This is an optimization exercise on Yosys and OpenROAD, whose aim is small area and a short achievable clock period, not a production implementation.
In this exercise RTL edits were held to simulation tests only and were not proved equivalent to the original.
Power is estimated from default activity; no workload was simulated.

==> flow/design.v (outline; a module is shown in full before it is edited, if it fits) <==
// module atis_classifier: 1209 lines
// module atis_fa: 9 lines
// module atis_ha: 8 lines
// module atis_sync: 126 lines
// module atis_decoder: 37 lines
module atis_decoder (
    input  wire        clk,
    input  wire        rst,
    input  wire        sample_valid,
    input  wire [15:0] sample,
    output wire        id_valid,
    output wire [34:0] id_pairs,
    output wire [3:0]  id_len,
    output wire [79:0] id_text,
    output wire        locked,
    output wire        fault_ovf
);
  // ...
==> flow/flow/run.sh <==
#!/bin/bash
# Own layout flow: the standard flow (standard.sh, unchanged synthesis,
# floorplan, power grid, placement, CTS and routing), with plain buffers
# instead of delay buffers on the ports. The full make output goes to
# standard.log; ORFS keeps each step's log under orfs/logs.
set -euo pipefail
export BUFFER_PORTS_ARGS="-buffer_cell sky130_fd_sc_hd__buf_2"
bash standard.sh > standard.log 2>&1
==> flow/standard.sh <==
#!/bin/bash
# synth_recipe.tcl (not shown) runs the flow's synth.tcl, then flattens the netlist and writes it again
# the make line also repeats each setting of config.mk as NAME=value (left out here)
make -C /OpenROAD-flow-scripts/flow DESIGN_CONFIG=/design/flow/config.mk WORK_HOME=/design/flow/orfs CLKGATE_MAP_FILE= SYNTH_SCRIPT=/design/flow/synth_recipe.tcl "${@:-finish}"
==> flow/config.mk <==
export PLATFORM = sky130hd
export DESIGN_NAME = atis_decoder
export DESIGN_NICKNAME = atis_decoder
export VERILOG_FILES = /design/flow/design.v
export SDC_FILE = /design/flow/constraint.sdc
export NUM_CORES = 4
export LEC_CHECK = 0
export CAP_MARGIN = 20
export CORE_MARGIN = 2
export CORE_UTILIZATION = 65
export SLEW_MARGIN = 20
export SYNTH_HIERARCHICAL = 1
export SYNTH_MINIMUM_KEEP_SIZE = 0
==> flow/constraint.sdc <==
create_clock -name core_clock -period 12.0 [get_ports {clk}]
set_input_delay 2.4000 -clock core_clock [delete_from_list [all_inputs] [get_ports {clk}]]
set_output_delay 2.4000 -clock core_clock [all_outputs]
set_load 0.01 [all_outputs]
==> flow_metrics.env, run 1 <==
export IMPL_status="no timing/DRC/antenna violations"
export IMPL_nNonClkBuffers=151
export IMPL_ff2ff_setup_slack_ps=6680
export IMPL_detailedPlace_worstSlack_ps=6858
export IMPL_p_seq_mw=2.76
export IMPL_core_area_um2=68350
export IMPL_grt_met3_use=0.07135
export IMPL_synth_yosys_seq_area_share=0.2864
export IMPL_synth_mux_area_frac=0.006948
export IMPL_timing_hold_worst_path_depth=0
export IMPL_regMostFlops="u_sync.dig"
export IMPL_vias=31740
export IMPL_min_period_over_period=0.4436
export IMPL_area_growth_synth_to_final_pct=6.561
export IMPL_hold_viol=0
export IMPL_synth_compound_area_share=0.1333
export IMPL_largest_registers="u_sync.dig: 40 flops, u_sync.id_pairs: 35 flops"
export IMPL_final_nets=4886
export IMPL_criticalPathCategory="register to register"
export IMPL_placed_cells_incl_taps=4837
export IMPL_yosys_area_share_adder=0.3260
export IMPL_layout_cell_area_non_filler_um2=47590
export IMPL_seq_cell_share=0.2694
export IMPL_critical_path_launch_point="u_classifier.oh[1]"
export IMPL_synth_top_flop_cell="sky130_fd_sc_hd__dfxtp_1"
export IMPL_synth_area_leader_cell="sky130_fd_sc_hd__fa_1"
export IMPL_comb_multi_input_count=3119
export IMPL_synthXorXnorAreaFrac=0.1026
==> inputs of run 2 (changes only) <==
--- a/flow/design.v
+++ b/flow/design.v
@@ -8,27 +8,32 @@
     output reg         bit_out
 );
     reg        valid_q;
     reg        first_q;        
     reg [15:0] x_q;
     reg [19:0] oh;             
     wire       take = sample_valid && !rst;
     wire [19:0] oh_n = rst_q ? 20'd1 : !valid_q ? oh : {oh[18:0], oh[19]};
-    wire [17:0] rom_cm = {|(oh & 20'h03fc0), |(oh & 20'he0f07), |(oh & 20'h1b0c8), |(oh & 20'h290a4), |(oh & 20'h02094), |(oh & 20'h39920), |(oh & 20'h82112), |(oh & 20'h04802), |(oh & 20'h935dc), |(oh & 20'h449b8), |(oh & 20'hd0040), |(oh & 20'h2d9ba), |(oh & 20'h37816), |(oh & 20'h60e04), |(oh & 20'h170b2), |(oh & 20'hd66da), |(oh & 20'h926d8), |(oh & 20'h44122)};
-    wire [17:0] rom_sm = {|(oh & 20'h3fc00), |(oh & 20'h0f078), |(oh & 20'h30d86), |(oh & 20'h5094a), |(oh & 20'h11480), |(oh & 20'hc8b4e), |(oh & 20'h4929a), |(oh & 20'h89880), |(oh & 20'h6235a), |(oh & 20'ha0662), |(oh & 20'h08240), |(oh & 20'hb243e), |(oh & 20'h08806), |(oh & 20'h01804), |(oh & 20'h8e09a), |(oh & 20'h354b8), |(oh & 20'h104a8), |(oh & 20'ha5354)};
-    wire [17:0] rom_cs = {|(oh & 20'hf81f0), |(oh & 20'h718e3), |(oh & 20'h8a514), |(oh & 20'h0001a), |(oh & 20'h10780), |(oh & 20'h4e03a), |(oh & 20'hd1f26), |(oh & 20'h11120), |(oh & 20'hc6e1e), |(oh & 20'h0a484), |(oh & 20'h4126c), |(oh & 20'h8a492), |(oh & 20'h014f0), |(oh & 20'h30d40), |(oh & 20'h830b6), |(oh & 20'hf2b8e), |(oh & 20'ha2206), |(oh & 20'h509c8)};
-    wire [17:0] rom_ss = {|(oh & 20'hc0780), |(oh & 20'h8e31c), |(oh & 20'h514a2), |(oh & 20'h0bcf4), |(oh & 20'h03c10), |(oh & 20'hb80e4), |(oh & 20'h300c0), |(oh & 20'h09110), |(oh & 20'hf0ec6), |(oh & 20'hbc906), |(oh & 20'h6cd04), |(oh & 20'h920a2), |(oh & 20'h01618), |(oh & 20'h05610), |(oh & 20'h1a908), |(oh & 20'hc488a), |(oh & 20'hc088a), |(oh & 20'h27214)};
+    wire [17:0] rom_cm_n = {|(oh_n & 20'h03fc0), |(oh_n & 20'he0f07), |(oh_n & 20'h1b0c8), |(oh_n & 20'h290a4), |(oh_n & 20'h02094), |(oh_n & 20'h39920), |(oh_n & 20'h82112), |(oh_n & 20'h04802), |(oh_n & 20'h935dc), |(oh_n & 20'h449b8), |(oh_n & 20'hd0040), |(oh_n & 20'h2d9ba), |(oh_n & 20'h37816), |(oh_n & 20'h60e04), |(oh_n & 20'h170b2), |(oh_n & 20'hd66da), |(oh_n & 20'h926d8), |(oh_n & 20'h44122)};
+    wire [17:0] rom_sm_n = {|(oh_n & 20'h3fc00), |(oh_n & 20'h0f078), |(oh_n & 20'h30d86), |(oh_n & 20'h5094a), |(oh_n & 20'h11480), |(oh_n & 20'hc8b4e), |(oh_n & 20'h4929a), |(oh_n & 20'h89880), |(oh_n & 20'h6235a), |(oh_n & 20'ha0662), |(oh_n & 20'h08240), |(oh_n & 20'hb243e), |(oh_n & 20'h08806), |(oh_n & 20'h01804), |(oh_n & 20'h8e09a), |(oh_n & 20'h354b8), |(oh_n & 20'h104a8), |(oh_n & 20'ha5354)};
+    wire [17:0] rom_cs_n = {|(oh_n & 20'hf81f0), |(oh_n & 20'h718e3), |(oh_n & 20'h8a514), |(oh_n & 20'h0001a), |(oh_n & 20'h10780), |(oh_n & 20'h4e03a), |(oh_n & 20'hd1f26), |(oh_n & 20'h11120), |(oh_n & 20'hc6e1e), |(oh_n & 20'h0a484), |(oh_n & 20'h4126c), |(oh_n & 20'h8a492), |(oh_n & 20'h014f0), |(oh_n & 20'h30d40), |(oh_n & 20'h830b6), |(oh_n & 20'hf2b8e), |(oh_n & 20'ha2206), |(oh_n & 20'h509c8)};
+    wire [17:0] rom_ss_n = {|(oh_n & 20'hc0780), |(oh_n & 20'h8e31c), |(oh_n & 20'h514a2), |(oh_n & 20'h0bcf4), |(oh_n & 20'h03c10), |(oh_n & 20'hb80e4), |(oh_n & 20'h300c0), |(oh_n & 20'h09110), |(oh_n & 20'hf0ec6), |(oh_n & 20'hbc906), |(oh_n & 20'h6cd04), |(oh_n & 20'h920a2), |(oh_n & 20'h01618), |(oh_n & 20'h05610), |(oh_n & 20'h1a908), |(oh_n & 20'hc488a), |(oh_n & 20'hc088a), |(oh_n & 20'h27214)};
+    reg [17:0] rom_cm, rom_sm, rom_cs, rom_ss;
     reg        fin_go;         
     always @(posedge clk) begin
         rst_q   <= rst;
         valid_q <= take;
         x_q     <= take ? sample : 16'd0;
         first_q <= take && oh_n[0];
         oh      <= oh_n;
+        rom_cm  <= rom_cm_n;
+        rom_sm  <= rom_sm_n;
+        rom_cs  <= rom_cs_n;
+        rom_ss  <= rom_ss_n;
         fin_go  <= valid_q && oh[19];
     end
     wire [16:0] xs = {x_q[15], x_q};
     wire [16:0] x2 = {x_q, 1'b0};
     wire [16:0] pp_cm_0 = (({17{rom_cm[0]}} & xs) | ({17{rom_cm[1]}} & x2)) ^ {17{rom_cm[2]}};
     wire [16:0] pp_cm_1 = (({17{rom_cm[3]}} & xs) | ({17{rom_cm[4]}} & x2)) ^ {17{rom_cm[5]}};
     wire [16:0] pp_cm_2 = (({17{rom_cm[6]}} & xs) | ({17{rom_cm[7]}} & x2)) ^ {17{rom_cm[8]}};
     wire [16:0] pp_cm_3 = (({17{rom_cm[9]}} & xs) | ({17{rom_cm[10]}} & x2)) ^ {17{rom_cm[11]}};
==> flow/flow/run.sh (replaced) <==
#!/bin/bash
# Own layout flow: the standard flow (standard.sh, unchanged synthesis,
# floorplan, power grid, placement, CTS and routing), with plain buffers
# instead of delay buffers on the ports, and timing repair asked for 8 ns
# of setup slack at the 12 ns clock. The full make output goes to
# standard.log; ORFS keeps each step's log under orfs/logs.
set -euo pipefail
export BUFFER_PORTS_ARGS="-buffer_cell sky130_fd_sc_hd__buf_2"
export SETUP_SLACK_MARGIN=8.0
bash standard.sh > standard.log 2>&1
==> run 2 against run 1 <==
Compared with the run above: still clean; worst setup slack improved by 1500 ps; clock power increased by 15%; first-iteration DRC count increased by 9.0%; clock skew increased by 7.0 ps; synthesized area increased by 4.2%; power increased by 10%; sequential power increased by 11%; sequential cell count increased by 72; die area increased by 4.1%; final cell count increased by 4.1%; critical path depth decreased by 1; global-route usage decreased by 0.37 points; critical path type unchanged; largest cell class unchanged.
==> flow_metrics.env, run 2 <==
export IMPL_status="no timing/DRC/antenna violations"
export IMPL_grt_met3_use=0.05299
export IMPL_fp_row_count=98
export IMPL_largest_registers="u_sync.dig: 40 flops, u_sync.id_pairs: 35 flops"
export IMPL_critical_path_top_delay_family="adder cells"
export IMPL_setup_repair_after_global_routing_missed_its_margin="false"
export IMPL_hold_viol=0
export IMPL_layout_cells_most_common_list="sky130_fd_sc_hd__fa_1, sky130_fd_sc_hd__xnor2_1, sky130_fd_sc_hd__a22oi_1"
export IMPL_antenna_found_initial=2
export IMPL_yosys_area_top_type_share=0.2315
export IMPL_synth_top_flop_cell="sky130_fd_sc_hd__dfxtp_1"
export IMPL_timing_critical_path_arrival_ps=4310
export IMPL_setup_worst_path_end="u_classifier.c_cs[10]"
export IMPL_data_required_time_at_the_worst_endpoint_ps=12500
export IMPL_vias=32080
export IMPL_skew_ps=35.99
export IMPL_clock_latency_of_the_later_clocked_register_in_the_worst_skew_pair_ps=650
export IMPL_gate_power_share=0.454
export IMPL_criticalPathCategory="register to register"
export IMPL_wire_per_inst_um=23.29
export IMPL_cts_sinks=627
export IMPL_global_route_wire_length_before_repair_mm=190.3
export IMPL_ff2ff_setup_slack_ps=8180
export IMPL_clock_tree_htree_level_count=3
export IMPL_synth_mux_area_frac=0.006456
export IMPL_synth_area_leader_cell="sky130_fd_sc_hd__fa_1"
export IMPL_critical_path_cell_chain="buf_8 -> buf_8 -> nor2b_1 -> fa_1 -> fa_1 -> fa_1 -> fa_1"
export IMPL_synth_cell_area_um2=46520
export IMPL_globalRouteOverflowTotal=0
export IMPL_critical_path_slowest_cell="sky130_fd_sc_hd__dfxtp_4"
export IMPL_post_synth_cell_area_avg_um2=10.96
export IMPL_clock_power_share=0.241
export IMPL_power_switching_share=0.3824
export IMPL_final_nets=5017
export IMPL_final_common_cell="sky130_fd_sc_hd__fa_1"
export IMPL_clk_path_buf_depth=3
export IMPL_grt_busiest_layer="met2"
export IMPL_worst_r2r_cell_count=7
export IMPL_synth_cells=4245
export IMPL_relSlewSlack=0.2460
export IMPL_powerDensity_nw_per_um2=200.8
export IMPL_synth_cell_types=87
export IMPL_grt_pass1_vias=33180
export IMPL_dr_first_iter_drc_count=3188
export IMPL_leakage_power_nw=20.92
export IMPL_ys_ff_latch=627
export IMPL_initial_core_util=0.6541
export IMPL_clock_root_buffer="sky130_fd_sc_hd__clkbuf_16"
export IMPL_post_synth_most_frequent_cells="sky130_fd_sc_hd__fa_1, sky130_fd_sc_hd__xnor2_1, sky130_fd_sc_hd__a22oi_1"
export IMPL_clk_pin_slew_ps=60
export IMPL_detail_route_vias_per_cell=6.212
export IMPL_drtPass1Iterations=6
export IMPL_timing_critical_path_from_type="register"
export IMPL_cpMostUsedCell="sky130_fd_sc_hd__fa_1"
export IMPL_synth_yosys_seq_area_share=0.3060
export IMPL_die_width_um=271.5
export IMPL_largest_fanout_on_the_critical_path=69
export IMPL_post_route_min_period_ps=3817
export IMPL_yosysMostFrequentCell="sky130_fd_sc_hd__fa_1"
export IMPL_globalRouteMet2Util=0.5318
export IMPL_drt_wl_total_mm=120.3
export IMPL_most_area_consuming_cells_after_synthesis="sky130_fd_sc_hd__fa_1, sky130_fd_sc_hd__dfxtp_1, sky130_fd_sc_hd__edfxtp_1, sky130_fd_sc_hd__xnor2_1, sky130_fd_sc_hd__ha_1"
export IMPL_vdd_drop_max_uv=188.6
export IMPL_place_gp_congestion=0.9770
export IMPL_synth_top_family_by_area="adder cells"
export IMPL_power_switching_mw=3.837
export IMPL_achievable_frequency_mhz=262.0
export IMPL_cts_tree="yes"
export IMPL_finalSetupViolations=0
export IMPL_regMostFlops="u_sync.dig"
export IMPL_floorplan_io_pins=141
export IMPL_hold_buffers=0
export IMPL_cp_num_cells=7
export IMPL_power_internal_mw=6.197
export IMPL_dieArea_um2=73720
export IMPL_crit_path_max_incr_delay_ps=720
export IMPL_yosys_area_share_adder=0.3130
export IMPL_cp_num_buf_inv=2
export IMPL_drv_max_cap_violation_count=0
export IMPL_die_height_um=271.5
export IMPL_number_of_antenna_cells_inserted=0
export IMPL_detailedPlacementHpwl_mm=84.73
export IMPL_yosysWarnings=9
export IMPL_grt_start_max_net_pins=86
export IMPL_timing_hold_worst_class="register to register"
export IMPL_min_period_over_period=0.3181
export IMPL_grt_usage=0.3320
export IMPL_drv_slew=0
export IMPL_synth_enable_flop_cells=168
export IMPL_p_seq_frac=0.306
export IMPL_synthXorXnorAreaFrac=0.1096
export IMPL_worst_r2r_startpoint="u_classifier.first_q"
export IMPL_timing_worst_slew_pin_value_ps=1130
export IMPL_number_of_flip_flops_in_the_largest_register=40
export IMPL_core_area_um2=71120
export IMPL_worst_hold_slack_ps=434.7
export IMPL_final_layout_size_suffix_gt1_frac=0.07997
export IMPL_worst_r2r_endpoint="u_classifier.c_cs[10]"
export IMPL_use_met1=0.4598
export IMPL_postSynth_asyncResetShare=0
export IMPL_yosys_area_share_simple=0.09221
export IMPL_io_buffer_count=99
export IMPL_ant_nets=0
export IMPL_cp_end_kind="register"
export IMPL_drc=0
export IMPL_layout_core_utilization=0.7026
export IMPL_area_growth_synth_to_final_pct=7.424
export IMPL_number_of_buffers_created_by_cts=71
export IMPL_synth_compound_area_share=0.1288
export IMPL_critical_path_launch_point="u_classifier.first_q"
export IMPL_fill_cells=5259
export IMPL_setup_total_negative_slack_ps=0
==> run 2: cell count changes after synthesis, moves of 18 or more <==
cell                      previous run  this run
sky130_fd_sc_hd__nand4_1            29        47
sky130_fd_sc_hd__dfxtp_1           387       459
sky130_fd_sc_hd__nor2_1            155       100
sky130_fd_sc_hd__nand2_1           181       203
sky130_fd_sc_hd__xnor2_1           455       517
sky130_fd_sc_hd__a31oi_1            41        13
sky130_fd_sc_hd__buf_2              24         4
sky130_fd_sc_hd__a22oi_1           416       460
==> run 2: logic make-up after synthesis <==
group / Yosys count
compound gates: 855
fa+ha+maj: 841
simple gates: 816
flops: 627
xor+xnor: 582
buf+inv: 491
mux: 29
other cells: 4
==> run 2: area by class of cell <==
cell class,count,area [um^2],area share
multi-input cells,3165,30410,0.6085
flip-flops and latches,627,14270,0.2855
clock buffers,98,2091,0.04184
well taps,950,1189,0.02379
repair buffers,151,925.9,0.01853
clock inverters,32,561.8,0.01124
inverters,141,529.3,0.01059
==> run 2: worst min path at each step <==
stage,start,endpoint,depth (start not counted)
2_1_floorplan,u_classifier.bit_out,u_sync.ring[9],0
3_3_place_gp,u_classifier.bit_out,u_sync.ring[9],0
3_5_place_dp,u_sync.id_pairs[32],u_sync.id_pairs[25],0
4_1_cts,u_classifier.bit_out,u_sync.ring[9],0
5_1_grt,u_sync.id_pairs[33],u_sync.id_pairs[26],0
6_report,u_classifier.bit_out,u_sync.ring[9],0
==> run 2: timing repair <==
action                     in CTS  in global routing
setup endpoints to repair      47                 20
pin swaps                       0                  0
buffers inserted                1                  0
gates resized for setup         2                  4
==> run 2: power by group through the flow <==
stage               Clock, mW  Sequential, mW  Combinational, mW
floorplan                   0            2.96               3.40
global placement            0            3.10               4.31
detailed placement          0            3.10               4.49
CTS                      2.45            3.06               4.55
global route             2.53            3.11               5.18
finish                   2.41            3.07               4.55
==> run 2: per-module statistics from Yosys (local to each module, per instance) <==
module           flip-flops and latches  times used  cell area [um^2]  cells
atis_sync                           112           1              4573    308
atis_decoder                          0           1             11.26      2
atis_ha                               0         105             12.51      1
atis_fa                               0         534             20.02      1
atis_classifier                     515           1             29930   3296
==> run 2: layer usage <==
layer,part of all wire,routed length [um]
met1,0.42,50780
met2,0.47,56120
met3,0.075,9050
met4,0.036,4309
met5,0,0
==> run 2: metrics by stage <==
step | instance area (um^2) | cells | worst slack [ps] | power, mW
final | 49970 | 5164 | 8183 | 10.03
after global routing | 49970 | 5164 | 8024 | 10.82
after CTS | 49940 | 5163 | 8061 | 10.06
after detailed placement | 47260 | 5032 | 7524 | 7.588
after global placement | 47250 | 5032 | 7595 | 7.414
after floorplan | 46660 | 4283 | 8660 | 6.357

port drivers added, routing unchanged:
How much do the figures lean on ideal ports? The routed layouts below were timed once more, with nothing changed but the port constraints.
Step 1 (the two cells are an assumption about what drives the block):
set clk [get_ports {clk}]
set_driving_cell -lib_cell sky130_fd_sc_hd__clkbuf_16 $clk
set_driving_cell -lib_cell sky130_fd_sc_hd__buf_2 [delete_from_list [all_inputs] $clk]
Step 2 also shifts input and output timing later by t, the mid clock arrival at the registers, as if the neighbouring blocks saw the same clock.
Slacks: ideal / step 1 / step 2; pairs: ideal / step 1.
run	t, ns	setup slack, ns	pins driven straight from the clock port
run 1	0.678	6.676 / 6.676 / 6.676	1
run 2	0.701	8.183 / 8.183 / 8.183	1
After both steps setup and hold are still met in every run listed.
